What follows belongs to an exercise in optimizing a design on an open flow for small area, a short achievable clock period and few clock cycles per item; a production flow would make more cautious choices. Only simulation tests tie the RTL to the original design; equivalence was not proved. No activity file was given, so power comes from the tool's default toggle rates.

===== flow/design.v =====
module fc_codec (
    input  wire       clk,
    input  wire       rst,         
    input  wire       req_valid,
    output wire       req_ready,
    input  wire [7:0] req_data,
    output wire       res_valid,
    input  wire       res_ready,
    output wire [7:0] res_data
);
    localparam [7:0] ST_OK  = 8'd0;
    localparam [7:0] ST_IPS = 8'd1;    
    localparam [7:0] ST_NSC = 8'd2;    
    localparam [7:0] ST_CKM = 8'd3;    
    localparam [1:0] K_RES  = 2'd0,    
                     K_ENC  = 2'd1,    
                     K_DEC  = 2'd2,    
                     K_FAIL = 2'd3;    
    localparam W_OP = 0, W_EN0 = 1, W_EN1 = 2, W_EPAY = 3, W_SKIP = 4,
               W_DM0 = 5, W_DM1 = 6, W_DR0 = 7, W_DR1 = 8, W_DRAW = 9;
    localparam SC_FIRST = 0, SC_ZEROS = 1, SC_LEN = 2, SC_LCS = 3,
               SC_PAY = 4, SC_DCS = 5, SC_RES = 6;
    localparam R_NEXT = 0, R_HDR = 1, R_PAY = 2, R_DCS = 3, R_END = 4;
    reg [7:0] now;
    always @(posedge clk)
        if (rst) now <= 8'd0;
        else     now <= now + 8'd1;
    reg       iv, sv;
    reg [7:0] ib, sb;
    reg       ib_z, ib_ff, ib_op;
    reg       sb_z, sb_ff, sb_op;
    wire      go;                        
    wire      take = req_valid && !sv;
    wire      in_z  = (req_data == 8'h00);
    wire      in_ff = (req_data == 8'hFF);
    wire      in_op = (req_data == 8'h01) || (req_data == 8'h02);
    assign req_ready = !sv;
    always @(posedge clk) begin
        if (rst) begin
            iv <= 1'b0;
            sv <= 1'b0;
        end else if (go || !iv) begin
            if (sv) begin
                iv    <= 1'b1;
                ib    <= sb;
                ib_z  <= sb_z;
                ib_ff <= sb_ff;
                ib_op <= sb_op;
                sv    <= 1'b0;
            end else begin
                iv    <= take;
                ib    <= req_data;
                ib_z  <= in_z;
                ib_ff <= in_ff;
                ib_op <= in_op;
            end
        end else if (take) begin
            sv    <= 1'b1;
            sb    <= req_data;
            sb_z  <= in_z;
            sb_ff <= in_ff;
            sb_op <= in_op;
        end
    end
    wire [7:0] b = ib;
    wire       we;                       
    wire [1:0] wsel;                     
    wire [7:0] rq [0:255];
    genvar g;
    generate
        for (g = 0; g < 256; g = g + 1) begin : st
            reg [7:0] q;
            if (g % 64 == 0) begin : wt
                always @(posedge clk)
                    q <= (we && wsel == g / 64) ? b : rq[(g + 255) % 256];
            end else begin : sh
                always @(posedge clk)
                    q <= rq[g - 1];
            end
            assign rq[g] = q;
        end
    endgenerate
    reg  [1:0] qk [0:3];
    reg  [7:0] qa [0:3];
    reg  [1:0] qh, qt;
    reg  [2:0] qn;
    wire       push, pop;
    reg  [1:0] pk;
    reg  [7:0] pa;
    wire       q_full  = qn[2];
    wire       q_empty = (qn == 3'd0);
    wire [1:0] hk = qk[qh];
    wire [7:0] ha = qa[qh];
    always @(posedge clk) begin
        if (rst) begin
            qh <= 2'd0;
            qt <= 2'd0;
            qn <= 3'd0;
        end else begin
            if (push) begin
                qk[qt] <= pk;
                qa[qt] <= pa;
                qt     <= qt + 2'd1;
            end
            if (pop)
                qh <= qh + 2'd1;
            qn <= qn + {2'd0, push} - {2'd0, pop};
        end
    end
    reg  [7:0] sx [0:3];
    reg  [1:0] sh_, st_;
    reg  [2:0] sn;
    wire       spush, spop;
    wire [7:0] px;
    wire       s_full  = sn[2];
    wire       s_empty = (sn == 3'd0);
    wire [7:0] hx = sx[sh_];
    always @(posedge clk) begin
        if (rst) begin
            sh_ <= 2'd0;
            st_ <= 2'd0;
            sn  <= 3'd0;
        end else begin
            if (spush) begin
                sx[st_] <= px;
                st_     <= st_ + 2'd1;
            end
            if (spop)
                sh_ <= sh_ + 2'd1;
            sn <= sn + {2'd0, spush} - {2'd0, spop};
        end
    end
    reg  [7:0] wa;                       
    reg  [7:0] cur_start;                
    reg        wany;                     
    reg  [7:0] rp;                       
    reg  [4:0] rs;                       
    reg  [1:0] rk;                       
    reg  [7:0] ra;                       
    reg  [9:0] ws;                       
    reg  [6:0] sc;                       
    wire       dany;                     
    wire       r_has = (rs[R_HDR] || rs[R_PAY]) && (rk == K_ENC || rk == K_DEC);
    wire [7:0] base = r_has ? rp : (!s_empty ? hx : (dany ? cur_start : wa));
    reg  [8:0] free_r;
    reg        wrote_r;
    reg        jo_r;
    wire [7:0] jdist = now - wa;
    wire       room  = wrote_r ? (free_r[8:1] != 8'd0) : (free_r != 9'd0);
    wire       wtap  = (now[5:0] == wa[5:0]);
    reg        rw;                       
    always @(posedge clk) begin
        if (rst) begin
            free_r  <= 9'd255;
            wrote_r <= 1'b0;
            jo_r    <= 1'b0;
        end else begin
            free_r  <= {(base == wa), base - wa} - 9'd1;
            wrote_r <= we;
            jo_r    <= ({2'b0, jdist} + 10'd4 <= {1'b0, free_r});
        end
    end
    reg [7:0]  c8;           
    reg [15:0] wrem;         
    reg [15:0] rrem;         
    reg [7:0]  wsum;         
    reg        inw;          
    reg        rl;           
    wire [16:0] maxw   = {1'b0, b, c8} + 17'd7;
    wire        c8z    = (c8 == 8'd0);
    wire        c8one  = (c8 == 8'd1);
    wire        c8ff   = (c8 == 8'd255);
    wire [7:0]  wlen   = wa - cur_start;          
    wire [7:0]  sum_n  = wsum + b;
    wire        lcs_ok = (c8 + b == 8'd0);
    wire d_live   = !sc[SC_RES];
    wire dec_nsc  = inw && ((sc[SC_FIRST] && !ib_z) || (sc[SC_ZEROS] && !ib_z && !ib_ff));
    wire dec_lcs  = inw && sc[SC_LCS] && !lcs_ok;
    wire dec_dcs  = inw && sc[SC_DCS];
    wire dec_ok   = dec_dcs && (sum_n == 8'd0);
    wire cut_nsc  = (sc[SC_FIRST] || sc[SC_ZEROS]) && (ib_z || !inw);
    wire d_decide = dec_nsc || dec_lcs || dec_dcs;
    wire d_resolve = d_live && (d_decide || rl);
    wire [7:0] d_status = dec_ok ? ST_OK :
                          (dec_nsc || (!d_decide && cut_nsc)) ? ST_NSC : ST_CKM;
    wire d_pay    = inw && sc[SC_PAY] && !rl;
    wire want_w   = ws[W_EPAY] || (ws[W_DRAW] && d_pay);
    wire first_w  = !wany;
    wire can_w    = first_w ? (jo_r || (wtap && room)) : (wtap && room);
    wire use_jump = first_w && jo_r;
    wire [7:0] waddr = use_jump ? now : wa;
    assign wsel = use_jump ? 2'd0 : (now[7:6] - wa[7:6]);
    wire enc_bad = !ib_z || c8z || c8ff;           
    reg  want_p;
    always @(*) begin
        want_p = 1'b0;
        pk = K_FAIL;
        pa = b;
        if (ws[W_OP]) begin
            want_p = !ib_op;
            pk = K_RES;
        end
        if (ws[W_EN1]) begin
            want_p = enc_bad;
            pa = ST_IPS;
        end
        if (ws[W_EPAY]) begin
            want_p = first_w;
            pk = K_ENC;
            pa = c8;
        end
        if (ws[W_DR1]) begin
            want_p = ib_z && c8z;
            pa = ST_NSC;
        end
        if (ws[W_DRAW]) begin
            want_p = d_resolve;
            if (dec_ok && wany) begin
                pk = K_DEC;
                pa = wlen;
            end else
                pa = d_status;                      
        end
    end
    wire need_q = (ws[W_OP] && !ib_op) || ws[W_EN1] || (ws[W_EPAY] && first_w) || ws[W_DR1] ||
                  (ws[W_DRAW] && d_live && (rl || (inw && !sc[SC_LEN] && !sc[SC_PAY])));
    wire need_s = (ws[W_EPAY] && first_w) || (ws[W_DRAW] && sc[SC_DCS]);
    wire stall  = (need_q && q_full) || (need_s && s_full) || (want_w && !can_w);
    assign go    = iv && !stall;
    assign push  = go && want_p;
    assign spush = go && want_p && (pk == K_ENC || pk == K_DEC);
    assign px    = ws[W_EPAY] ? waddr : cur_start;
    assign we    = go && want_w;
    assign dany  = wany && ws[W_DRAW] && d_live;
    always @(posedge clk) begin
        if (rst) begin
            ws   <= 10'd1 << W_OP;
            sc   <= 7'd1 << SC_FIRST;
            wany <= 1'b0;
            rw   <= 1'b0;
        end else begin
            rw <= go && ws[W_DRAW] && d_resolve && !dec_ok && wany;
            if (we) begin
                wa   <= waddr + 8'd1;
                wany <= 1'b1;
                if (first_w)
                    cur_start <= waddr;
            end
            if (rw)
                wa <= cur_start;
            if (go) begin
                if (ws[W_OP]) begin
                    wsum <= 8'd0;
                    wany <= 1'b0;
                    if (ib_op) begin
                        ws[W_OP] <= 1'b0;
                        if (b[0])
                            ws[W_EN0] <= 1'b1;
                        else
                            ws[W_DM0] <= 1'b1;
                    end
                end
                if (ws[W_EN0]) begin
                    c8 <= b;
                    ws[W_EN0] <= 1'b0;
                    ws[W_EN1] <= 1'b1;
                end
                if (ws[W_EN1]) begin
                    rrem <= {b, c8};
                    rl   <= 1'b0;
                    ws[W_EN1] <= 1'b0;
                    if (ib_z && c8z)
                        ws[W_OP] <= 1'b1;
                    else if (enc_bad)
                        ws[W_SKIP] <= 1'b1;
                    else
                        ws[W_EPAY] <= 1'b1;
                end
                if (ws[W_EPAY]) begin
                    c8 <= c8 - 8'd1;
                    if (c8one) begin
                        ws[W_EPAY] <= 1'b0;
                        ws[W_OP]   <= 1'b1;
                    end
                end
                if (ws[W_SKIP]) begin
                    rrem <= rrem - 16'd1;
                    rl   <= (rrem == 16'd2);
                    if (rl) begin
                        ws[W_SKIP] <= 1'b0;
                        ws[W_OP]   <= 1'b1;
                    end
                end
                if (ws[W_DM0]) begin
                    c8 <= b;
                    ws[W_DM0] <= 1'b0;
                    ws[W_DM1] <= 1'b1;
                end
                if (ws[W_DM1]) begin
                    wrem <= maxw[16] ? 16'hFFFF : maxw[15:0];
                    inw  <= 1'b1;
                    ws[W_DM1] <= 1'b0;
                    ws[W_DR0] <= 1'b1;
                end
                if (ws[W_DR0]) begin
                    c8 <= b;
                    ws[W_DR0] <= 1'b0;
                    ws[W_DR1] <= 1'b1;
                end
                if (ws[W_DR1]) begin
                    rrem <= {b, c8};
                    rl   <= ib_z && c8one;
                    sc   <= 7'd1 << SC_FIRST;
                    ws[W_DR1] <= 1'b0;
                    if (ib_z && c8z)
                        ws[W_OP] <= 1'b1;
                    else
                        ws[W_DRAW] <= 1'b1;
                end
                if (ws[W_DRAW]) begin
                    rrem <= rrem - 16'd1;
                    rl   <= (rrem == 16'd2);
                    if (inw) begin
                        wrem <= wrem - 16'd1;
                        inw  <= (wrem != 16'd1);
                        if (sc[SC_FIRST] && ib_z)
                            sc <= 7'd1 << SC_ZEROS;
                        if (sc[SC_ZEROS] && ib_ff)
                            sc <= 7'd1 << SC_LEN;
                        if (sc[SC_LEN]) begin
                            c8 <= b;
                            sc <= 7'd1 << SC_LCS;
                        end
                        if (sc[SC_LCS])
                            sc <= c8z ? (7'd1 << SC_DCS) : (7'd1 << SC_PAY);
                        if (sc[SC_PAY]) begin
                            wsum <= sum_n;
                            c8   <= c8 - 8'd1;
                            if (c8one)
                                sc <= 7'd1 << SC_DCS;
                        end
                    end
                    if (d_resolve)
                        sc <= 7'd1 << SC_RES;
                    if (rl) begin
                        ws[W_DRAW] <= 1'b0;
                        ws[W_OP]   <= 1'b1;
                    end
                end
            end
        end
    end
    reg [3:0] rh;            
    reg [7:0] rdist;         
    reg [7:0] rsum;          
    reg       o0v, o1v;
    reg [7:0] o0, o1;
    wire      o0_free = !o0v || res_ready;
    assign res_valid = o0v;
    assign res_data  = o0;
    wire       rtap = (rdist[2:0] == 3'd7) && !rdist[7];
    wire [7:0] tapv [0:15];
    generate
        for (g = 0; g < 16; g = g + 1) begin : tp
            assign tapv[g] = rq[8 * g + 7];
        end
    endgenerate
    wire [7:0] ring_byte = tapv[rdist[6:3]];
    wire       can_out = !o1v;
    wire [8:0] n7 = {1'b0, ra} + 9'd7;
    reg [7:0] hbyte;
    reg       hlast;
    always @(*) begin
        hbyte = 8'h00;
        hlast = 1'b0;
        case (rh)
            4'd1: hbyte = (rk == K_RES) ? 8'h08 : (rk == K_FAIL) ? ra : 8'h00;
            4'd2: hbyte = (rk == K_ENC) ? n7[7:0] : (rk == K_DEC) ? ra : 8'h00;
            4'd3: begin
                hbyte = {7'd0, (rk == K_ENC) && n7[8]};
                hlast = (rk != K_ENC);
            end
            4'd6: hbyte = 8'hFF;
            4'd7: hbyte = ra;
            4'd8: begin
                hbyte = 8'd0 - ra;
                hlast = 1'b1;
            end
            default: hbyte = 8'h00;
        endcase
    end
    wire [7:0] op_byte = (hk == K_RES) ? ha :
                         (hk == K_ENC) ? 8'h01 :
                         (hk == K_DEC) ? 8'h02 :
                         ((ha == ST_IPS) ? 8'h01 : 8'h02);
    assign pop  = rs[R_NEXT] && !q_empty && can_out;
    assign spop = pop && (hk == K_ENC || hk == K_DEC);
    wire rd_byte = rs[R_PAY] && can_out && (rp != wa) && rtap;
    reg       newv;
    reg [7:0] newb;
    always @(*) begin
        newv = 1'b0;
        newb = ring_byte;
        if (rs[R_NEXT]) begin
            newv = pop;
            newb = op_byte;
        end
        if (rs[R_HDR]) begin
            newv = can_out;
            newb = hbyte;
        end
        if (rs[R_PAY])
            newv = rd_byte;
        if (rs[R_DCS]) begin
            newv = can_out;
            newb = 8'd0 - rsum;
        end
        if (rs[R_END]) begin
            newv = can_out;
            newb = 8'h00;
        end
    end
    always @(posedge clk) begin
        if (rst) begin
            rs  <= 5'd1 << R_NEXT;
            o0v <= 1'b0;
            o1v <= 1'b0;
        end else begin
            if (o0_free) begin
                if (o1v) begin
                    o0  <= o1;
                    o0v <= 1'b1;
                    o1  <= newb;
                    o1v <= newv;
                end else begin
                    o0  <= newb;
                    o0v <= newv;
                end
            end else if (newv) begin
                o1  <= newb;
                o1v <= 1'b1;
            end
            if (!rd_byte)
                rdist <= rdist + 8'd1;
            if (pop) begin
                rk    <= hk;
                ra    <= ha;
                rp    <= hx;
                rdist <= now - hx;
                rsum  <= 8'd0;
                rh    <= 4'd1;
                rs    <= 5'd1 << R_HDR;
            end
            if (rs[R_HDR] && can_out) begin
                rh <= rh + 4'd1;
                if (hlast)
                    rs <= (rk == K_ENC || rk == K_DEC) ? (5'd1 << R_PAY) : (5'd1 << R_NEXT);
            end
            if (rd_byte) begin
                rp   <= rp + 8'd1;
                rsum <= rsum + ring_byte;
                ra   <= ra - 8'd1;
                if (ra == 8'd1)
                    rs <= (rk == K_ENC) ? (5'd1 << R_DCS) : (5'd1 << R_NEXT);
            end
            if (rs[R_DCS] && can_out)
                rs <= 5'd1 << R_END;
            if (rs[R_END] && can_out)
                rs <= 5'd1 << R_NEXT;
        end
    end
endmodule

===== flow/run.sh =====
#!/bin/bash
# synth_recipe.tcl (not shown) runs the flow's synth.tcl, then flattens the netlist and writes it again
# the make line also repeats each setting of config.mk as NAME=value (left out here)
make -C /OpenROAD-flow-scripts/flow DESIGN_CONFIG=/design/flow/config.mk WORK_HOME=/design/flow/orfs CLKGATE_MAP_FILE= SYNTH_SCRIPT=/design/flow/synth_recipe.tcl finish

===== flow/config.mk =====
export PLATFORM = sky130hd
export DESIGN_NAME = fc_codec
export DESIGN_NICKNAME = fc_codec
export VERILOG_FILES = /design/flow/design.v
export SDC_FILE = /design/flow/constraint.sdc
export NUM_CORES = 4
export LEC_CHECK = 0
export ABC_CLOCK_PERIOD_IN_PS = 3000
export CAP_MARGIN = 20
export CORE_MARGIN = 2
export CORE_UTILIZATION = 40
export SETUP_SLACK_MARGIN = 5
export SLEW_MARGIN = 20

===== flow/constraint.sdc =====
create_clock -name core_clock -period 10.0 [get_ports {clk}]
set_input_delay 2.0000 -clock core_clock [delete_from_list [all_inputs] [get_ports {clk}]]
set_output_delay 2.0000 -clock core_clock [all_outputs]
set_load 0.01 [all_outputs]

==> tab_implementation.tex, run 1 <==
\begin{tabular}{lr}
\hline
Metric & Value \\
\hline
\multicolumn{2}{l}{\textbf{Clocking}} \\
Hold-fix buffers, CTS & 0 \\
Root cell of the clock tree & sky130\_fd\_sc\_hd\_\_clkbuf\_16 \\
CTS tree & done \\
Number of buffers inserted during clock tree synthesis & 198 \\
Worst-case clock buffer depth & 3 \\
Clock latency on the worst-skew pair & 800 ps \\
Maximum level of the CTS H-tree & 4 \\
Clock-pin slew on the worst setup and hold paths & 70 ps \\
CTS Sinks & 2327 \\
\multicolumn{2}{l}{\textbf{Cells and area}} \\
Count of nets after finishing & 4282 \\
Fraction of layout instances using a drive strength above 1 & $\sim$11\% \\
Fin area & between 60000 and 70000 um2 \\
Most frequent cells in the layout & sky130\_fd\_sc\_hd\_\_dfxtp\_1, sky130\_fd\_sc\_hd\_\_edfxtp\_1, sky130\_fd\_sc\_hd\_\_clkbuf\_16 \\
Fillers & 12.94k \\
ANT cells & 0 \\
Register area & 48730 um2 \\
Area added between synthesis and finish & 15.41\% \\
Area used by multi-input combinational logic & 10420 um2 \\
Most frequent standard cell in the layout excluding fill and tap cells & sky130\_fd\_sc\_hd\_\_dfxtp\_1 \\
\multicolumn{2}{l}{\textbf{Worst setup path}} \\
Timing startpoint of the critical path & inw \\
Capturing element of the worst setup path & sx[0][2] \\
Cell with the largest stage delay on the worst path & sky130\_fd\_sc\_hd\_\_and4\_1 \\
R2R Setup Slk & 5260 ps \\
Largest fanout on the critical path & 35 \\
CP cell instances & and2\_4 > a31oi\_4 > a211o\_2 > and4\_1 > nand2b\_1 > inv\_1 > buf\_4 > o21ai\_0 > a21oi\_1 > and2\_1 \\
Launch instance of the worst register-to-register path & inw \\
Critical Path Start Type & flop \\
Biggest cell delay along the critical path & 650 ps \\
Worst EP required & 10450 ps \\
Data arrival at the endpoint of the critical path & 5180 ps \\
Kind of end point of the critical path & flop \\
R2r worst-path depth & 10 \\
Critical path type & reg -> reg \\
Reg2Reg Capture Point & sx[0][2] \\
\multicolumn{2}{l}{\textbf{Routing}} \\
Via/cell ratio & 4.472 \\
Count of unresolved DRC violations after routing & 0 \\
Vias & 28.04k \\
Detailed-route wire length per cell & 15.90 um \\
Count of TritonRoute iterations in the first routing pass & 6 \\
First-iteration detailed-routing DRC count & 1810 \\
Sum of routed wire length over all layers & 99710 um \\
Remaining number of nets flagged by the antenna check after routing & 0 \\
\multicolumn{2}{l}{\textbf{Synth}} \\
Number of storage elements in the synthesis netlist & 2327 \\
Netlist Area Pre-Place & 59940 um2 \\
Ys flop type & sky130\_fd\_sc\_hd\_\_dfxtp\_1 \\
Count of warnings emitted by yosys & 1 \\
Fraction of the yosys area taken by sequential cells & just over 80\% \\
Yosys cell types & a little over 90 \\
Leading cell types by total area after synthesis & sky130\_fd\_sc\_hd\_\_dfxtp\_1, sky130\_fd\_sc\_hd\_\_edfxtp\_1, sky130\_fd\_sc\_hd\_\_ha\_1 \\
Net count after synthesis & between 4k and 5k \\
Share of synthesized flip-flops with an asynchronous set or reset & 0\% \\
Post-Synthesis Cells & 4018 \\
Number of enable-type register cells in the synthesized netlist & 214 \\
Top cell type's share of synthesized area & between 70\% and 80\% \\
Cell type contributing the most total cell area after synthesis & sky130\_fd\_sc\_hd\_\_dfxtp\_1 \\
Post-Syn Area per Cell & 14.92 um2 \\
\multicolumn{2}{l}{\textbf{Power}} \\
Total power of the final layout & approximately 19 mW \\
Share of power burned in registers & 50.5\% \\
Combinational Power Share & a little under a tenth \\
Psw & 4.583 mW \\
Worst VDD drop & 0.1798 mV \\
Sw Share & 23.70\% \\
Relative contribution of the clock network to total power & 40.1\% \\
Total leakage power & 27.05 nW \\
Internal power & $\sim$15 mW \\
Power density over the cells & roughly 280 nW/um2 \\
\multicolumn{2}{l}{\textbf{Timing}} \\
Share of the clock period used by the worst path after layout & 47.36\% \\
Setup tns final & 0 ps \\
Final Max Tran Viols & 0 \\
Relative slew margins & 27.94\% \\
Final setup vio count & 0 \\
Final setup skew & $\sim$33 ps \\
Number of hold violations in the final report & 0 \\
Final Critical Period & 4736 ps \\
Unrepaired setup endpoints after global routing & false \\
Worst setup margin & $\sim$5300 ps \\
Worst-Margin Slew & 1075 ps \\
Highest clock frequency the design can meet & between 200 and 250 MHz \\
\multicolumn{2}{l}{\textbf{Global route}} \\
Total routing resource utilization after global routing & 13.10\% \\
Global-route wire length before repair & 156300 um \\
Initial antenna violation count & 4 \\
Total global routing overflow & 0 \\
Maximum number of pins on one net before global-route repair & 67 \\
Vias in the first global route & 27.48k \\
\multicolumn{2}{l}{\textbf{Hold path}} \\
Worst hold path cell count & 0 \\
Hold/Removal Path Class & reg -> reg \\
\multicolumn{2}{l}{\textbf{Placement}} \\
Setup WS pre-CTS & 5276 ps \\
Routability Congestion & a little over 0.8 \\
Post-detailed-placement half-perimeter wirelength & 62490 um \\
Placement Cell Area & approximately 62000 um2 \\
Number of port buffers & 21 \\
\multicolumn{2}{l}{\textbf{Die}} \\
Number of core rows & 142 \\
DIE HEIGHT & just under 400 um \\
I/O pin count & 22 \\
Die area & 153000 um2 \\
Area of the core & 149200 um2 \\
Effective utilization at floorplan & 40.16\% \\
Width of the die & 391.1 um \\
\multicolumn{2}{l}{\textbf{Run status}} \\
Status & timing/DRC/antenna clean \\
\multicolumn{2}{l}{\textbf{Flow run}} \\
Count of max-cap constraint violations & 0 \\
\hline
\end{tabular}
[repair_timing]
action	in CTS	in global routing
setup buffers	0	4
gates resized for setup	0	1
setup endpoints to repair	0	2
[worst max-delay path, delay by kind of cell (launching register included)]
family | cells | cell delay, ps
buf+inv | 2 | 530
flops | 1 | 640
simple gates | 4 | 1720
compound gates | 4 | 1450
[stage by stage]
stage               utilization [%]  hold WS [ps]  instances
global placement              41.74         309.6       5902
finish                        46.35         310.5       6270
detailed placement            41.75         312.1       5902
global route                  46.35         313.5       6270
floorplan                         -         309.6       4018
CTS                           46.33         313.5       6266
[power groups by stage]
stage	Combinational [mW]	Sequential, mW	Clock (mW)
floorplan	1.32	9.89	0
global placement	1.79	9.97	0
detailed placement	1.82	9.98	0
CTS	1.83	9.77	7.97
global route	2.02	9.79	8.35
finish	1.82	9.77	7.75
[metal layers]
| metal | vias to the layer above | global-route usage (%) | part of all wire (%) |
|---|---|---|---|
| li1 | 13880 | - | - |
| met1 | 13330 | 19.61 | 52 |
| met2 | 624 | 18.19 | 40 |
| met3 | 202 | 2.739 | 4.8 |
| met4 | 2 | 5.476 | 2.9 |
| met5 | - | 0 | 0.010 |
[worst min path at each step]
| stage | endpoint | startpoint | slack (ps) |
|---|---|---|---|
| after floorplan | st[100].q[0] | st[99].q[0] | 310 |
| after global placement | st[235].q[1] | st[234].q[1] | 310 |
| after detailed placement | st[150].q[6] | st[149].q[6] | 310 |
| after CTS | st[93].q[7] | st[92].q[7] | 310 |
| after global routing | st[60].q[4] | st[59].q[4] | 310 |
| final | st[39].q[0] | st[38].q[0] | 310 |
[state kept, by name, summed over array words and instances (netlist names), 9 cells and up, named ones only]
name / cells
st.q: 2048
qa: 32
sx: 32
rrem: 16
wrem: 16
ws: 10
free_r: 9
[Yosys cell counts (20+ instances only)]
| cell | number |
|---|---|
| sky130_fd_sc_hd__nand2b_1 | 37 |
| sky130_fd_sc_hd__buf_2 | 21 |
| sky130_fd_sc_hd__nor2b_1 | 25 |
| sky130_fd_sc_hd__nor2_1 | 188 |
| sky130_fd_sc_hd__mux4_2 | 20 |
| sky130_fd_sc_hd__a22oi_1 | 26 |
| sky130_fd_sc_hd__ha_1 | 99 |
| sky130_fd_sc_hd__and3_1 | 27 |
| sky130_fd_sc_hd__mux2i_1 | 30 |
| sky130_fd_sc_hd__nand3_1 | 49 |
| sky130_fd_sc_hd__xnor2_1 | 83 |
| sky130_fd_sc_hd__a21o_1 | 28 |
| sky130_fd_sc_hd__a21oi_1 | 129 |
| sky130_fd_sc_hd__nand2_1 | 150 |
| sky130_fd_sc_hd__xor2_1 | 50 |
| sky130_fd_sc_hd__nor3_1 | 45 |
| sky130_fd_sc_hd__inv_1 | 96 |
| sky130_fd_sc_hd__a31oi_1 | 26 |
| sky130_fd_sc_hd__o21ai_0 | 123 |
| sky130_fd_sc_hd__mux2_2 | 63 |
| sky130_fd_sc_hd__edfxtp_1 | 214 |
| sky130_fd_sc_hd__clkbuf_1 | 67 |
| sky130_fd_sc_hd__dfxtp_1 | 2113 |
[cell families after synthesis]
| kind of cell | Yosys count | share of synthesized area, % |
|---|---|---|
| flip-flops | 2327 | 81.30 |
| AND/OR/NAND/NOR | 648 | 5.352 |
| AO/OA/AOI/OAI | 485 | 5.177 |
| buffers and inverters | 201 | 1.353 |
| XOR/XNOR | 134 | 1.981 |
| multiplexers | 115 | 2.474 |
| adder cells (fa/ha/maj) | 108 | 2.367 |
[final cells by class]
cell class,count,area share [%]
flip-flops and latches,2327,70.45
well taps,1944,3.516
multi-input cells,1490,15.06
repair buffers,45,0.5571
clock buffers,281,8.328
clock inverters,83,1.554
inverters,100,0.5427
Testbench counts, summed over its fixed seeds: cycles 38,902, items 1,280.
==> run 2: changes to the inputs <==
--- a/flow/design.v
+++ b/flow/design.v
@@ -134,5 +134,5 @@
     reg  [7:0] cur_start;                
     reg        wany;                     
-    reg  [7:0] rp;                       
+    reg  [7:0] rdist;                    
     reg  [4:0] rs;                       
     reg  [1:0] rk;                       
@@ -142,6 +142,8 @@
     wire       dany;                     
     wire       r_has = (rs[R_HDR] || rs[R_PAY]) && (rk == K_ENC || rk == K_DEC);
+    wire [7:0] rp   = now - rdist - 8'd1;
     wire [7:0] base = r_has ? rp : (!s_empty ? hx : (dany ? cur_start : wa));
     reg  [8:0] free_r;
+    reg  [7:0] base_r;       
     reg        wrote_r;
     reg        jo_r;
@@ -153,10 +155,12 @@
         if (rst) begin
             free_r  <= 9'd255;
+            base_r  <= 8'd0;
             wrote_r <= 1'b0;
             jo_r    <= 1'b0;
         end else begin
-            free_r  <= {(base == wa), base - wa} - 9'd1;
+            base_r  <= base;
+            free_r  <= {(base_r == wa), base_r - wa} - 9'd1;
             wrote_r <= we;
-            jo_r    <= ({2'b0, jdist} + 10'd4 <= {1'b0, free_r});
+            jo_r    <= (base_r == wa) || ({2'b0, jdist} + 10'd4 <= {1'b0, free_r});
         end
     end
@@ -173,10 +177,13 @@
     wire [7:0]  wlen   = wa - cur_start;          
     wire [7:0]  sum_n  = wsum + b;
-    wire        lcs_ok = (c8 + b == 8'd0);
+    wire [7:0]  lx     = c8 | b;
+    wire [7:0]  sx_    = wsum | b;
+    wire        lcs_ok = ((c8 ^ b) == {lx[6:0], 1'b0});
+    wire        dcs_ok = ((wsum ^ b) == {sx_[6:0], 1'b0});
     wire d_live   = !sc[SC_RES];
     wire dec_nsc  = inw && ((sc[SC_FIRST] && !ib_z) || (sc[SC_ZEROS] && !ib_z && !ib_ff));
     wire dec_lcs  = inw && sc[SC_LCS] && !lcs_ok;
     wire dec_dcs  = inw && sc[SC_DCS];
-    wire dec_ok   = dec_dcs && (sum_n == 8'd0);
+    wire dec_ok   = dec_dcs && dcs_ok;
     wire cut_nsc  = (sc[SC_FIRST] || sc[SC_ZEROS]) && (ib_z || !inw);
     wire d_decide = dec_nsc || dec_lcs || dec_dcs;
@@ -235,4 +242,5 @@
     always @(posedge clk) begin
         if (rst) begin
+            wa   <= 8'd0;
             ws   <= 10'd1 << W_OP;
             sc   <= 7'd1 << SC_FIRST;
@@ -352,5 +360,4 @@
     end
     reg [3:0] rh;            
-    reg [7:0] rdist;         
     reg [7:0] rsum;          
     reg       o0v, o1v;
@@ -396,5 +403,6 @@
     assign pop  = rs[R_NEXT] && !q_empty && can_out;
     assign spop = pop && (hk == K_ENC || hk == K_DEC);
-    wire rd_byte = rs[R_PAY] && can_out && (rp != wa) && rtap;
+    wire r_avail = !(ws[W_EPAY] && wany && s_empty) || (ra != c8);
+    wire rd_byte = rs[R_PAY] && can_out && r_avail && rtap;
     reg       newv;
     reg [7:0] newb;
@@ -446,5 +454,4 @@
                 rk    <= hk;
                 ra    <= ha;
-                rp    <= hx;
                 rdist <= now - hx;
                 rsum  <= 8'd0;
@@ -458,5 +465,4 @@
             end
             if (rd_byte) begin
-                rp   <= rp + 8'd1;
                 rsum <= rsum + ring_byte;
                 ra   <= ra - 8'd1;
--- a/flow/config.mk
+++ b/flow/config.mk
@@ -6,8 +6,6 @@
 export NUM_CORES = 4
 export LEC_CHECK = 0
-export ABC_CLOCK_PERIOD_IN_PS = 3000
 export CAP_MARGIN = 20
 export CORE_MARGIN = 2
 export CORE_UTILIZATION = 40
-export SETUP_SLACK_MARGIN = 5
 export SLEW_MARGIN = 20
==> tab_implementation.tex, run 2 <==
\begin{tabular}{lr}
\hline
Metric & Value \\
\hline
\multicolumn{2}{l}{\textbf{Placement}} \\
Number of port buffers & 21 \\
Post-Place Cells & 6067 \\
Post-detailed-placement half-perimeter wirelength & 69660 um \\
Routability Congestion & 0.8542 \\
\multicolumn{2}{l}{\textbf{Cells and area}} \\
Fin util & 46.69\% \\
Area used by multi-input combinational logic & 10770 um2 \\
Fraction of layout instances using a drive strength above 1 & 10.24\% \\
Most frequent cells in the layout & sky130\_fd\_sc\_hd\_\_dfxtp\_1, sky130\_fd\_sc\_hd\_\_clkbuf\_16, sky130\_fd\_sc\_hd\_\_edfxtp\_1 \\
Number of flip-flops under the largest register name & 2048 \\
Largest registers & st.q: 2048 flops, qa: 32 flops, sx: 32 flops \\
Largest register by flop count & st.q \\
Register area & 48570 um2 \\
Area added between synthesis and finish & 15.96\% \\
Most frequent standard cell in the layout excluding fill and tap cells & sky130\_fd\_sc\_hd\_\_dfxtp\_1 \\
Final cell count without fillers & 6443 \\
Fillers & roughly 13k \\
Count of nets after finishing & between 4k and 5k \\
\multicolumn{2}{l}{\textbf{Die}} \\
Die area & $\sim$150000 um2 \\
Area of the core & 149600 um2 \\
DIE HEIGHT & 392.1 um \\
Effective utilization at floorplan & 40.27\% \\
Number of core rows & 142 \\
I/O pin count & 22 \\
Width of the die & 392.1 um \\
\multicolumn{2}{l}{\textbf{Clocking}} \\
Maximum level of the CTS H-tree & 4 \\
Root cell of the clock tree & sky130\_fd\_sc\_hd\_\_clkbuf\_16 \\
Clock-pin slew on the worst setup and hold paths & $\sim$70 ps \\
Number of cells upsized or downsized after cts & 0 \\
CTS Sinks & 2327 \\
CTS tree & done \\
Worst-case clock buffer depth & 3 \\
Hold-fix buffers, CTS & 0 \\
Number of buffers inserted during clock tree synthesis & 205 \\
Postcts setup bufs & 0 \\
Clock latency on the worst-skew pair & 810 ps \\
\multicolumn{2}{l}{\textbf{Synth}} \\
Most frequent cell after synthesis & sky130\_fd\_sc\_hd\_\_dfxtp\_1 \\
Net count after synthesis & 4250 \\
Post-Synthesis Cells & between 4k and 5k \\
Most common library cells after synthesis & sky130\_fd\_sc\_hd\_\_dfxtp\_1, sky130\_fd\_sc\_hd\_\_edfxtp\_1, sky130\_fd\_sc\_hd\_\_nand2\_1 \\
Cell type contributing the most total cell area after synthesis & sky130\_fd\_sc\_hd\_\_dfxtp\_1 \\
Yosys cell types & 90 \\
Top cell type's share of synthesized area & 70.75\% \\
Leading cell types by total area after synthesis & sky130\_fd\_sc\_hd\_\_dfxtp\_1, sky130\_fd\_sc\_hd\_\_edfxtp\_1, sky130\_fd\_sc\_hd\_\_ha\_1 \\
Netlist Area Pre-Place & $\sim$60000 um2 \\
Ys flop type & sky130\_fd\_sc\_hd\_\_dfxtp\_1 \\
Count of warnings emitted by yosys & 1 \\
Post-Syn Area per Cell & 14.63 um2 \\
Fraction of the yosys area taken by sequential cells & 80.62\% \\
Number of enable-type register cells in the synthesized netlist & 198 \\
Share of synthesized flip-flops with an asynchronous set or reset & 0\% \\
Number of storage elements in the synthesis netlist & approximately 2.3k \\
\multicolumn{2}{l}{\textbf{Timing}} \\
Relative slew margins & 29.80\% \\
Highest clock frequency the design can meet & 204.7 MHz \\
Final setup skew & 48.44 ps \\
Worst-Margin Slew & 1049 ps \\
Unrepaired setup endpoints after global routing & false \\
Setup tns final & 0 ps \\
Final Critical Period & 4886 ps \\
Final Max Tran Viols & 0 \\
Final setup vio count & 0 \\
Number of hold violations in the final report & 0 \\
Share of the clock period used by the worst path after layout & 48.86\% \\
\multicolumn{2}{l}{\textbf{Worst setup path}} \\
Reg2Reg Capture Point & sn[2] \\
Worst EP required & 10660 ps \\
Critical path type & reg -> reg \\
Largest fanout on the critical path & 13 \\
Launch instance of the worst register-to-register path & ib[4] \\
Data arrival at the endpoint of the critical path & 5540 ps \\
Critical Path Start Type & flop \\
R2r worst-path depth & 16 \\
R2R Setup Slk & 5110 ps \\
Kind of end point of the critical path & flop \\
\multicolumn{2}{l}{\textbf{Routing}} \\
Remaining number of nets flagged by the antenna check after routing & 0 \\
Via/cell ratio & 4.507 \\
Vias & approximately 29k \\
Count of TritonRoute iterations in the first routing pass & 6 \\
Detailed-route wire length per cell & between 15 and 20 um \\
Sum of routed wire length over all layers & 107300 um \\
Count of unresolved DRC violations after routing & 0 \\
First-iteration detailed-routing DRC count & 1886 \\
\multicolumn{2}{l}{\textbf{Global route}} \\
Vias in the first global route & 28.34k \\
Global-route wire length before repair & 166400 um \\
Maximum number of pins on one net before global-route repair & 64 \\
Total routing resource utilization after global routing & 14.11\% \\
Total global routing overflow & 0 \\
Initial antenna violation count & 3 \\
\multicolumn{2}{l}{\textbf{Power}} \\
Internal power & roughly 15 mW \\
Total leakage power & 27.31 nW \\
Relative contribution of the clock network to total power & 41.4\% \\
Psw & 4.474 mW \\
Sw Share & 23.33\% \\
Share of power burned in registers & 50.6\% \\
Worst VDD drop & 0.1661 mV \\
Power density over the cells & 274.5 nW/um2 \\
Combinational Power Share & $\sim$8\% \\
\multicolumn{2}{l}{\textbf{Hold path}} \\
Hold\_sp & st[8].q[6] \\
Endpoint, Worst Hold & st[9].q[6] \\
Worst hold path cell count & 0 \\
Hold/Removal Path Class & reg -> reg \\
\multicolumn{2}{l}{\textbf{Run status}} \\
Status & timing/DRC/antenna clean \\
\multicolumn{2}{l}{\textbf{Flow run}} \\
Count of max-cap constraint violations & 0 \\
\hline
\end{tabular}
==> run 2: cell count changes in the layout (fill, tap and decap cells not counted), moves of 16 or more <==
cell                       before   now
sky130_fd_sc_hd__dfxtp_1     2112  2129
sky130_fd_sc_hd__edfxtp_1     214   198
sky130_fd_sc_hd__inv_1         96   123
sky130_fd_sc_hd__mux2_2        63    38
sky130_fd_sc_hd__nand2_1      150   189
sky130_fd_sc_hd__nor2_1       188   171
==> run 2: layout make-up <==
type / count / area share, %
tap: 2016 / 3.611
clock buffer: 289 / 8.470
clock inverter: 84 / 1.684
timing repair buffer: 49 / 0.5947
sequential: 2327 / 69.53
multi-input combinational: 1547 / 15.42
inverter: 128 / 0.6878
antenna: 3 / 0.01075
==> run 2: worst max path at each step <==
stage               startpoint  slack [ps]  cells past startpoint    end
floorplan                  rst        5940                      3  sb[0]
global placement         ib[4]        5200                     16  sn[2]
detailed placement       ib[4]        5190                     16  sn[2]
CTS                      ib[4]        5140                     16  sn[2]
global route             ib[4]        4890                     16  sn[2]
finish                   ib[4]        5110                     16  sn[2]
==> run 2: cells by family (layout without fill, tap and decap cells) <==
group	Yosys count	in the layout	synth area share (%)
xor gates and xnor gates	134	134	1.948
adders and majority gates	121	121	2.625
DFF	2327	2327	80.62
muxes	79	79	1.786
AOI/OAI and AO/OA	514	514	5.633
buffers and inverters	243	550	1.562
and+or+nand+nor	699	699	5.822
other	0	3	0
==> run 2: stage by stage <==
stage	power (mW)	cell area, um2	worst slack, ps	hold slack [ps]
detailed placement	11.44	62750	5193	312.1
finish	19.18	69850	5114	294.4
global route	19.96	69850	4894	298.6
CTS	19.41	69840	5135	289.7
floorplan	10.92	60240	5943	309.6
global placement	11.42	62740	5200	309.5
==> run 2: layer usage <==
layer	GRT usage [%]	routed length (um)
met1	21.22	54930
met2	19.72	43320
met3	3.295	6298
met4	4.825	2761
met5	0	0
==> run 2: power groups by stage <==
stage | combinational [mW] | clock (mW) | sequential [mW]
global route | 1.68 | 8.56 | 9.72
global placement | 1.52 | 0 | 9.91
CTS | 1.53 | 8.17 | 9.70
floorplan | 1.10 | 0 | 9.82
detailed placement | 1.52 | 0 | 9.91
finish | 1.53 | 7.94 | 9.70
==> run 2: critical path, stage by stage, from the launching register on <==
cell	delay, ps
sky130_fd_sc_hd__edfxtp_1	730
sky130_fd_sc_hd__inv_1	270
sky130_fd_sc_hd__ha_1	460
sky130_fd_sc_hd__xor2_1	200
sky130_fd_sc_hd__nand3_1	100
sky130_fd_sc_hd__nor3_1	720
sky130_fd_sc_hd__nand3_1	490
sky130_fd_sc_hd__a21oi_2	400
sky130_fd_sc_hd__inv_2	90
sky130_fd_sc_hd__ha_1	270
sky130_fd_sc_hd__inv_1	60
sky130_fd_sc_hd__ha_1	140
sky130_fd_sc_hd__inv_1	50
sky130_fd_sc_hd__fa_1	370
sky130_fd_sc_hd__xor2_1	180
sky130_fd_sc_hd__xnor2_1	140
sky130_fd_sc_hd__nor2_1	50
Testbench counts of run 2, summed over its fixed seeds: cycles 38,902, items 1,280.
==> run 3: changes to the inputs <==
--- a/flow/config.mk
+++ b/flow/config.mk
@@ -8,4 +8,5 @@
 export CAP_MARGIN = 20
 export CORE_MARGIN = 2
-export CORE_UTILIZATION = 40
+export CORE_UTILIZATION = 70
+export SETUP_SLACK_MARGIN = 5
 export SLEW_MARGIN = 20
==> tab_implementation.tex, run 3 <==
\begin{tabular}{lr}
\hline
Metric & Value \\
\hline
\multicolumn{2}{l}{\textbf{Worst setup path}} \\
Critical Path Start Type & flop \\
Data arrival at the endpoint of the critical path & 5360 ps \\
Cell with the largest stage delay on the worst path & sky130\_fd\_sc\_hd\_\_a31oi\_1 \\
CP cell instances & buf\_4 > inv\_1 > nor4\_1 > a2111oi\_0 > a31oi\_1 > ha\_1 > a21o\_1 > a21oi\_1 > nor2b\_1 > o21ai\_0 > nor2b\_1 > xor2\_1 > nor2\_1 \\
Critical path type & reg -> reg \\
R2R Setup Slk & 5190 ps \\
Most Frequent Cell on Critical Path & sky130\_fd\_sc\_hd\_\_nor2b\_1 \\
Worst EP required & 10540 ps \\
Largest fanout on the critical path & 51 \\
Biggest cell delay along the critical path & 720 ps \\
Kind of end point of the critical path & flop \\
\multicolumn{2}{l}{\textbf{Clocking}} \\
CTS tree & done \\
Number of cells upsized or downsized after cts & 0 \\
Maximum level of the CTS H-tree & 4 \\
Clock-pin slew on the worst setup and hold paths & 70 ps \\
Hold-fix buffers, CTS & 0 \\
CTS Sinks & roughly 2.3k \\
Postcts setup bufs & 0 \\
Clock latency on the worst-skew pair & 820 ps \\
Worst-case clock buffer depth & 3 \\
Root cell of the clock tree & sky130\_fd\_sc\_hd\_\_clkbuf\_16 \\
Number of buffers inserted during clock tree synthesis & 195 \\
\multicolumn{2}{l}{\textbf{Die}} \\
Effective utilization at floorplan & 70.64\% \\
DIE HEIGHT & 297.4 um \\
I/O pin count & 22 \\
Width of the die & 297.4 um \\
Number of core rows & 107 \\
Die area & 88420 um2 \\
Area of the core & 85280 um2 \\
\multicolumn{2}{l}{\textbf{Power}} \\
Sw Share & 24.61\% \\
Power density over the cells & 280.9 nW/um2 \\
Total leakage power & 27.14 nW \\
Worst VDD drop & 0.2129 mV \\
Share of power burned in registers & between 50\% and 60\% \\
Internal power & about 14 mW \\
Psw & about 4.7 mW \\
Combinational Power Share & 8.3\% \\
Relative contribution of the clock network to total power & 41.1\% \\
\multicolumn{2}{l}{\textbf{Synth}} \\
Fraction of the mapped netlist area in compound gates & 5.633\% \\
Ys flop type & sky130\_fd\_sc\_hd\_\_dfxtp\_1 \\
Share of synthesized flip-flops with an asynchronous set or reset & 0\% \\
Post-Syn Area per Cell & 14.63 um2 \\
Most common library cells after synthesis & sky130\_fd\_sc\_hd\_\_dfxtp\_1, sky130\_fd\_sc\_hd\_\_edfxtp\_1, sky130\_fd\_sc\_hd\_\_nand2\_1 \\
Net count after synthesis & 4250 \\
Top cell type's share of synthesized area & a little over two thirds \\
Yosys cell types & 90 \\
Post-synthesis share of cell area spent on full adders, half adders and majority gates & approximately 2.6\% \\
Post-Synthesis Cells & 4117 \\
Xor and xnor area share after synthesis & 1.948\% \\
Simple-gate portion of the synthesized area & 5.822\% \\
Count of warnings emitted by yosys & 1 \\
Largest family of logic cells by synthesized area & simple AND/OR/NAND/NOR gates \\
Fraction of the yosys area taken by sequential cells & 80.62\% \\
Leading cell types by total area after synthesis & sky130\_fd\_sc\_hd\_\_dfxtp\_1, sky130\_fd\_sc\_hd\_\_edfxtp\_1, sky130\_fd\_sc\_hd\_\_ha\_1 \\
Most frequent cell after synthesis & sky130\_fd\_sc\_hd\_\_dfxtp\_1 \\
Multiplexer area fraction after synthesis & 1.786\% \\
Number of storage elements in the synthesis netlist & 2327 \\
Number of enable-type register cells in the synthesized netlist & 198 \\
Netlist Area Pre-Place & 60240 um2 \\
Cell type contributing the most total cell area after synthesis & sky130\_fd\_sc\_hd\_\_dfxtp\_1 \\
\multicolumn{2}{l}{\textbf{Placement}} \\
Post-detailed-placement half-perimeter wirelength & 71720 um \\
Placement Cell Area & 61600 um2 \\
Post-Place Cells & 5189 \\
Routability Congestion & 0.9351 \\
Number of port buffers & 21 \\
\multicolumn{2}{l}{\textbf{Timing}} \\
Final setup skew & about 57 ps \\
Unrepaired setup endpoints after global routing & false \\
Relative slew margins & a little over a quarter \\
Worst-Margin Slew & 1080 ps \\
Setup tns final & 0 ps \\
Final Max Tran Viols & 0 \\
Final Critical Period & 4815 ps \\
Share of the clock period used by the worst path after layout & around half \\
Highest clock frequency the design can meet & slightly above 200 MHz \\
Final setup vio count & 0 \\
Number of hold violations in the final report & 0 \\
\multicolumn{2}{l}{\textbf{Routing}} \\
Vias & 30.97k \\
Sum of routed wire length over all layers & 131300 um \\
Via/cell ratio & between 5 and 6 \\
Detailed-route wire length per cell & $\sim$24 um \\
Remaining number of nets flagged by the antenna check after routing & 0 \\
First-iteration detailed-routing DRC count & 2729 \\
Count of TritonRoute iterations in the first routing pass & 6 \\
Count of unresolved DRC violations after routing & 0 \\
\multicolumn{2}{l}{\textbf{Hold path}} \\
Hold/Removal Path Class & reg -> reg \\
\multicolumn{2}{l}{\textbf{Cells and area}} \\
Largest register by flop count & st.q \\
Fin area & 68330 um2 \\
Count of nets after finishing & 4375 \\
Largest registers & st.q: 2048 flops, qa: 32 flops, sx: 32 flops \\
Fillers & 4208 \\
Fraction of layout instances using a drive strength above 1 & under 10\% \\
Most frequent cells in the layout & sky130\_fd\_sc\_hd\_\_dfxtp\_1, sky130\_fd\_sc\_hd\_\_clkbuf\_16, sky130\_fd\_sc\_hd\_\_edfxtp\_1 \\
Register area & a little under 50000 um2 \\
Area used by multi-input combinational logic & 10770 um2 \\
Final cell count without fillers & $\sim$5.6k \\
Most frequent standard cell in the layout excluding fill and tap cells & sky130\_fd\_sc\_hd\_\_dfxtp\_1 \\
Number of flip-flops under the largest register name & 2048 \\
Area added between synthesis and finish & 13.44\% \\
\multicolumn{2}{l}{\textbf{Global route}} \\
Vias in the first global route & 32.47k \\
Maximum number of pins on one net before global-route repair & 52 \\
Total routing resource utilization after global routing & between 30\% and 40\% \\
Global-route wire length before repair & roughly 200000 um \\
Initial antenna violation count & 7 \\
Total global routing overflow & 0 \\
\multicolumn{2}{l}{\textbf{Flow run}} \\
Count of max-cap constraint violations & 0 \\
\multicolumn{2}{l}{\textbf{Run status}} \\
Status & timing/DRC/antenna clean \\
\hline
\end{tabular}
-- run 3: changes by cell type in the layout (fill, tap and decap cells not counted), sizes merged --
cell | before | now
buf | 29 | 23
bufinv | 15 | 13
clkbuf | 289 | 274
clkinv | 52 | 63
clkinvlp | 7 | 4
diode | 3 | 1
inv | 138 | 141
-- run 3: worst paths after layout --
path	from	to	cells past startpoint
setup / recovery	rdist[4]	rsum[5]	13
hold / removal	st[5].q[0]	st[6].q[0]	0
hold reg to reg	st[5].q[0]	st[6].q[0]	0
setup reg to reg	rdist[4]	rsum[5]	13
-- run 3: routing by layer --
metal / global-route usage, % / part of all wire (%) / vias up
met5: 0 / 0.035 / -
met3: 5.784 / 6.7 / 342
met2: 50.35 / 49 / 1356
met1: 38.89 / 40 / 15060
li1: - / - / 14210
met4: 12.59 / 4.0 / 8
-- run 3: kinds of logic (layout without fill, tap and decap cells) --
group | count (synthesis) | in the layout
XOR/XNOR | 134 | 134
other | 0 | 1
AO/OA/AOI/OAI | 514 | 514
adder cells (fa/ha/maj) | 121 | 121
flip-flops | 2327 | 2327
AND/OR/NAND/NOR | 699 | 699
multiplexers | 79 | 79
buffers and inverters | 243 | 538
-- run 3: metrics by stage --
step	util [%]	power [mW]	worst slack (ps)	hold WS, ps
2_1_floorplan	-	10.92	5943	309.6
3_3_place_gp	72.23	11.39	5424	309.6
3_5_place_dp	72.23	11.41	5409	312.1
4_1_cts	80.10	19.26	5314	295.1
5_1_grt	80.13	19.77	5105	297.9
6_report	80.13	19.19	5185	289.7
-- run 3: power groups by stage --
stage / clock, mW / sequential (mW) / combinational, mW
after floorplan: 0 / 9.82 / 1.10
after global placement: 0 / 9.91 / 1.48
after detailed placement: 0 / 9.91 / 1.50
after CTS: 8.00 / 9.70 / 1.57
after global routing: 8.34 / 9.71 / 1.72
final: 7.89 / 9.70 / 1.60
-- run 3: critical path: cells and delay by family, from the launching register on --
family	cells	cell delay [ps]
xor gates and xnor gates	1	220
adders and majority gates	1	380
and+or+nand+nor	4	870
buffers and inverters	2	1150
AOI/OAI and AO/OA	5	1590
DFF	1	320
-- run 3: area by class of cell --
| class | count | area share, % |
|---|---|---|
| clock inverter | 93 | 1.567 |
| sequential | 2327 | 71.07 |
| clock buffer | 274 | 8.256 |
| inverter | 128 | 0.7031 |
| timing repair buffer | 43 | 0.5420 |
| antenna | 1 | 0.003662 |
| multi-input combinational | 1547 | 15.76 |
| tap | 1144 | 2.095 |
==> run 4: changes to the inputs <==
--- a/flow/design.v
+++ b/flow/design.v
@@ -27,4 +27,5 @@
         else     now <= now + 8'd1;
     reg       iv, sv;
+    reg       rdy_q;                     
     reg [7:0] ib, sb;
     reg       ib_z, ib_ff, ib_op;
@@ -35,10 +36,12 @@
     wire      in_ff = (req_data == 8'hFF);
     wire      in_op = (req_data == 8'h01) || (req_data == 8'h02);
-    assign req_ready = !sv;
+    assign req_ready = rdy_q;
     always @(posedge clk) begin
         if (rst) begin
-            iv <= 1'b0;
-            sv <= 1'b0;
+            iv    <= 1'b0;
+            sv    <= 1'b0;
+            rdy_q <= 1'b1;
         end else if (go || !iv) begin
+            rdy_q <= 1'b1;
             if (sv) begin
                 iv    <= 1'b1;
@@ -56,4 +59,5 @@
             end
         end else if (take) begin
+            rdy_q <= 1'b0;
             sv    <= 1'b1;
             sb    <= req_data;
@@ -149,9 +153,15 @@
     reg        jo_r;
     wire [7:0] jdist = now - wa;
-    wire       room  = wrote_r ? (free_r[8:1] != 8'd0) : (free_r != 9'd0);
-    wire       wtap  = (now[5:0] == wa[5:0]);
+    reg        f1_r, f2_r;               
+    reg        wt_r;                     
+    wire       room  = wrote_r ? f2_r : f1_r;
+    wire       wtap  = wt_r;
     reg        rw;                       
+    wire [8:0] fr_n = {(base_r == wa), base_r - wa} - 9'd1;
     always @(posedge clk) begin
         if (rst) begin
+            f1_r    <= 1'b1;
+            f2_r    <= 1'b1;
+            wt_r    <= 1'b1;
             free_r  <= 9'd255;
             base_r  <= 8'd0;
@@ -160,5 +170,8 @@
         end else begin
             base_r  <= base;
-            free_r  <= {(base_r == wa), base_r - wa} - 9'd1;
+            wt_r    <= we || ((now[5:0] + 6'd1) == (rw ? cur_start[5:0] : wa[5:0]));
+            free_r  <= fr_n;
+            f1_r    <= (fr_n != 9'd0);
+            f2_r    <= (fr_n[8:1] != 8'd0);
             wrote_r <= we;
             jo_r    <= (base_r == wa) || ({2'b0, jdist} + 10'd4 <= {1'b0, free_r});
@@ -230,8 +243,6 @@
         end
     end
-    wire need_q = (ws[W_OP] && !ib_op) || ws[W_EN1] || (ws[W_EPAY] && first_w) || ws[W_DR1] ||
-                  (ws[W_DRAW] && d_live && (rl || (inw && !sc[SC_LEN] && !sc[SC_PAY])));
-    wire need_s = (ws[W_EPAY] && first_w) || (ws[W_DRAW] && sc[SC_DCS]);
-    wire stall  = (need_q && q_full) || (need_s && s_full) || (want_w && !can_w);
+    wire need_q = ws[W_OP];
+    wire stall  = (need_q && (q_full || s_full)) || (want_w && !can_w);
     assign go    = iv && !stall;
     assign push  = go && want_p;
@@ -362,6 +373,7 @@
     reg [7:0] rsum;          
     reg       o0v, o1v;
+    reg       o0e;                       
     reg [7:0] o0, o1;
-    wire      o0_free = !o0v || res_ready;
+    wire      o0_free = o0e || res_ready;
     assign res_valid = o0v;
     assign res_data  = o0;
@@ -433,4 +445,5 @@
             rs  <= 5'd1 << R_NEXT;
             o0v <= 1'b0;
+            o0e <= 1'b1;
             o1v <= 1'b0;
         end else begin
@@ -439,4 +452,5 @@
                     o0  <= o1;
                     o0v <= 1'b1;
+                    o0e <= 1'b0;
                     o1  <= newb;
                     o1v <= newv;
@@ -444,4 +458,5 @@
                     o0  <= newb;
                     o0v <= newv;
+                    o0e <= !newv;
                 end
             end else if (newv) begin
==> tab_implementation.tex, run 4 <==
\begin{tabular}{lr}
\hline
Metric & Value \\
\hline
\multicolumn{2}{l}{\textbf{Run status}} \\
Status & timing/DRC/antenna clean \\
\multicolumn{2}{l}{\textbf{Power}} \\
Sw Share & 25.53\% \\
Power density over the cells & about 290 nW/um2 \\
Relative contribution of the clock network to total power & 39.7\% \\
Combinational Power Share & 10.7\% \\
Psw & 5.049 mW \\
Internal power & 14.73 mW \\
Worst VDD drop & 0.2204 mV \\
Share of power burned in registers & 49.6\% \\
Total leakage power & approximately 27 nW \\
\multicolumn{2}{l}{\textbf{Timing}} \\
Relative slew margins & 36.82\% \\
Setup tns final & 0 ps \\
Final Max Tran Viols & 0 \\
Highest clock frequency the design can meet & 220.9 MHz \\
Worst-Margin Slew & 923.8 ps \\
Unrepaired setup endpoints after global routing & false \\
Final Critical Period & around 4500 ps \\
Final setup vio count & 0 \\
Share of the clock period used by the worst path after layout & 45.27\% \\
Number of hold violations in the final report & 0 \\
Final setup skew & $\sim$49 ps \\
\multicolumn{2}{l}{\textbf{Worst setup path}} \\
Worst EP required & 10660 ps \\
CP cell instances & inv\_1 > ha\_1 > xnor2\_1 > nor2\_1 > nand3\_1 > nor4\_1 > nand3\_1 > a21oi\_2 > inv\_1 > ha\_1 > inv\_1 > ha\_1 > inv\_1 > fa\_1 > xor2\_1 > xnor2\_1 > nor2\_1 \\
R2r worst-path depth & 17 \\
Critical path type & reg -> reg \\
Critical Path Start Type & flop \\
Timing startpoint of the critical path & ib[6] \\
Cell with the largest stage delay on the worst path & sky130\_fd\_sc\_hd\_\_edfxtp\_1 \\
Largest fanout on the critical path & 10 \\
Launch instance of the worst register-to-register path & ib[6] \\
Reg2Reg Capture Point & sn[2] \\
Data arrival at the endpoint of the critical path & 5190 ps \\
Biggest cell delay along the critical path & 750 ps \\
Kind of end point of the critical path & flop \\
R2R Setup Slk & 5470 ps \\
Most Frequent Cell on Critical Path & sky130\_fd\_sc\_hd\_\_inv\_1 \\
\multicolumn{2}{l}{\textbf{Synth}} \\
Post-Synthesis Cells & 4146 \\
Post-Syn Area per Cell & between 10 and 15 um2 \\
Most common library cells after synthesis & sky130\_fd\_sc\_hd\_\_dfxtp\_1, sky130\_fd\_sc\_hd\_\_edfxtp\_1, sky130\_fd\_sc\_hd\_\_nand2\_1 \\
Number of enable-type register cells in the synthesized netlist & just under 200 \\
Netlist Area Pre-Place & 60610 um2 \\
Share of synthesized flip-flops with an asynchronous set or reset & 0\% \\
Yosys cell types & 88 \\
Ys flop type & sky130\_fd\_sc\_hd\_\_dfxtp\_1 \\
Net count after synthesis & roughly 4.3k \\
Count of warnings emitted by yosys & 1 \\
Most frequent cell after synthesis & sky130\_fd\_sc\_hd\_\_dfxtp\_1 \\
Top cell type's share of synthesized area & 70.48\% \\
Leading cell types by total area after synthesis & sky130\_fd\_sc\_hd\_\_dfxtp\_1, sky130\_fd\_sc\_hd\_\_edfxtp\_1, sky130\_fd\_sc\_hd\_\_ha\_1 \\
Fraction of the yosys area taken by sequential cells & 80.29\% \\
Cell type contributing the most total cell area after synthesis & sky130\_fd\_sc\_hd\_\_dfxtp\_1 \\
Number of storage elements in the synthesis netlist & between 2k and 2.5k \\
\multicolumn{2}{l}{\textbf{Hold path}} \\
Worst hold path cell count & 0 \\
Hold\_sp & st[64].q[0] \\
Hold/Removal Path Class & reg -> reg \\
Endpoint, Worst Hold & st[65].q[0] \\
\multicolumn{2}{l}{\textbf{Global route}} \\
Global-route wire length before repair & 204500 um \\
Initial antenna violation count & 9 \\
Total global routing overflow & 0 \\
Vias in the first global route & approximately 33k \\
Total routing resource utilization after global routing & 30.47\% \\
Maximum number of pins on one net before global-route repair & 52 \\
\multicolumn{2}{l}{\textbf{Routing}} \\
Count of TritonRoute iterations in the first routing pass & 6 \\
Via/cell ratio & 5.660 \\
First-iteration detailed-routing DRC count & 3194 \\
Sum of routed wire length over all layers & 133600 um \\
Vias & 31.46k \\
Count of unresolved DRC violations after routing & 0 \\
Detailed-route wire length per cell & 24.03 um \\
Remaining number of nets flagged by the antenna check after routing & 0 \\
\multicolumn{2}{l}{\textbf{Die}} \\
Width of the die & $\sim$300 um \\
I/O pin count & 22 \\
Die area & a little under 90000 um2 \\
Area of the core & 85550 um2 \\
Number of core rows & 107 \\
DIE HEIGHT & 298.3 um \\
Effective utilization at floorplan & a little under three quarters \\
\multicolumn{2}{l}{\textbf{Cells and area}} \\
Number of flip-flops under the largest register name & 2048 \\
ANT cells & 0 \\
Fin area & 68490 um2 \\
Most frequent cells in the layout & sky130\_fd\_sc\_hd\_\_dfxtp\_1, sky130\_fd\_sc\_hd\_\_edfxtp\_1, sky130\_fd\_sc\_hd\_\_clkbuf\_16 \\
Area added between synthesis and finish & 13.00\% \\
Fraction of layout instances using a drive strength above 1 & 9.719\% \\
Largest registers & st.q: 2048 flops, qa: 32 flops, sx: 32 flops \\
Count of nets after finishing & about 4.4k \\
Most frequent standard cell in the layout excluding fill and tap cells & sky130\_fd\_sc\_hd\_\_dfxtp\_1 \\
Largest register by flop count & st.q \\
\multicolumn{2}{l}{\textbf{Placement}} \\
Post-detailed-placement half-perimeter wirelength & 70190 um \\
Number of port buffers & 21 \\
Routability Congestion & approximately 0.90 \\
Placement Cell Area & 61860 um2 \\
\multicolumn{2}{l}{\textbf{Clocking}} \\
Clock-pin slew on the worst setup and hold paths & approximately 70 ps \\
Maximum level of the CTS H-tree & 4 \\
Number of buffers inserted during clock tree synthesis & slightly below 200 \\
Postcts setup bufs & 0 \\
Root cell of the clock tree & sky130\_fd\_sc\_hd\_\_clkbuf\_16 \\
Worst-case clock buffer depth & 3 \\
Number of cells upsized or downsized after cts & 0 \\
Clock latency on the worst-skew pair & 790 ps \\
CTS tree & done \\
CTS Sinks & 2332 \\
Hold-fix buffers, CTS & 0 \\
\multicolumn{2}{l}{\textbf{Flow run}} \\
Count of max-cap constraint violations & 0 \\
\hline
\end{tabular}
## run 4: cell count changes in the layout (fill, tap and decap cells not counted), moves of 8 or more
cell                       previous run  this run
sky130_fd_sc_hd__nor4_1              22        13
sky130_fd_sc_hd__xor2_1              49        58
sky130_fd_sc_hd__nand3_1             64        49
sky130_fd_sc_hd__o211ai_1            10        20
sky130_fd_sc_hd__mux2_2              38        47
sky130_fd_sc_hd__and3_1              24        15
sky130_fd_sc_hd__a21oi_1            124       114
sky130_fd_sc_hd__nand3b_1            11        19
sky130_fd_sc_hd__a32o_1              11         2
sky130_fd_sc_hd__nor3_1              44        57
sky130_fd_sc_hd__clkinv_2            42        33
sky130_fd_sc_hd__nand2_1            189       176
## run 4: layout make-up
cell class,count,area [um2]
Inverter,120,450.4
Fill cell,4071,17060
Tap cell,1144,1431
Sequential cell,2332,48670
Clock buffer,281,5717
Timing Repair Buffer,39,340.3
Clock inverter,76,897.1
Multi-Input combinational cell,1566,10990
## run 4: cells by family after synthesis
family,Yosys count,share of synthesized area (%)
simple gates,690,5.714
mux,94,2.093
xor+xnor,147,2.124
fa+ha+maj,122,2.630
compound gates,513,5.528
buf+inv,248,1.622
flops,2332,80.29
## run 4: metrics by stage
step	power, mW	util (%)	hold WS, ps	setup WS [ps]	instances
after global placement	11.93	72.32	309.6	5471	5201
after floorplan	11.38	-	309.6	5462	4146
after CTS	19.82	80.05	292.4	5464	5558
after global routing	20.37	80.06	301.8	5177	5558
final	19.78	80.06	298.3	5473	5558
after detailed placement	11.97	72.32	312.1	5440	5201
## run 4: worst max path at each step
stage | endpoint | slack [ps] | cells after the start
5_1_grt | sn[2] | 5180 | 17
6_report | sn[2] | 5470 | 17
3_3_place_gp | sn[2] | 5470 | 16
4_1_cts | sn[2] | 5460 | 17
3_5_place_dp | sn[2] | 5440 | 17
2_1_floorplan | rl | 5460 | 2
## run 4: critical path, delay by kind of cell, from the launching register on
family | cells | cell delay (ps)
AOI/OAI and AO/OA | 1 | 370
xor gates and xnor gates | 3 | 450
adders and majority gates | 4 | 1210
buffers and inverters | 4 | 500
DFF | 1 | 750
and+or+nand+nor | 5 | 1140
## run 4: metal layers
metal  track usage (%)  vias to the layer above  share of wire [%]
met5                 0                        -              0.027
met4             11.83                        6                3.9
met3             5.856                      381                6.6
met2             50.06                     1491                 48
met1             40.34                    15350                 41
li1                  -                    14230                  -
## run 4: power by group through the flow
stage	clock, mW	combinational [mW]	sequential (mW)
floorplan	0	1.48	9.90
global placement	0	1.93	10.0
detailed placement	0	1.97	10.0
CTS	7.95	2.07	9.80
global route	8.28	2.27	9.82
finish	7.85	2.12	9.81
Testbench counts of run 4, summed over its fixed seeds: cycles 38,935, items 1,280.

==> afterwards: timing with drivers on the ports <==
The results above use ideal ports. As a check the final layouts listed here were re-extracted and re-timed, cells and wires unchanged.
Step 1 (the two cells are an assumption about what drives the block):
set clk [get_ports {clk}]
set_driving_cell -lib_cell sky130_fd_sc_hd__clkbuf_16 $clk
set_driving_cell -lib_cell sky130_fd_sc_hd__buf_2 [delete_from_list [all_inputs] $clk]
Step 2 times the ports against the registers' clock, not the clock port: input delays grow and output delays shrink by t, the midpoint of the rising clock arrivals with the driver on.
Three values: ideal, step 1, step 2; two values: the first two.
run	t (ns)	slack for setup (ns)	latest minus earliest clock arrival (ns)
run 1	0.861	5.264 / 5.264 / 5.262	0.039 / 0.039
run 2	0.858	5.114 / 5.114 / 5.114	0.058 / 0.058
run 3	0.859	5.185 / 5.185 / 5.185	0.059 / 0.059
run 4	0.842	5.473 / 5.473 / 5.473	0.064 / 0.064
After both steps every run listed still meets setup and hold. For run 1, which loses most, drivers alone change the setup slack by 0.000 ns; drivers and shift together by -0.002 ns.
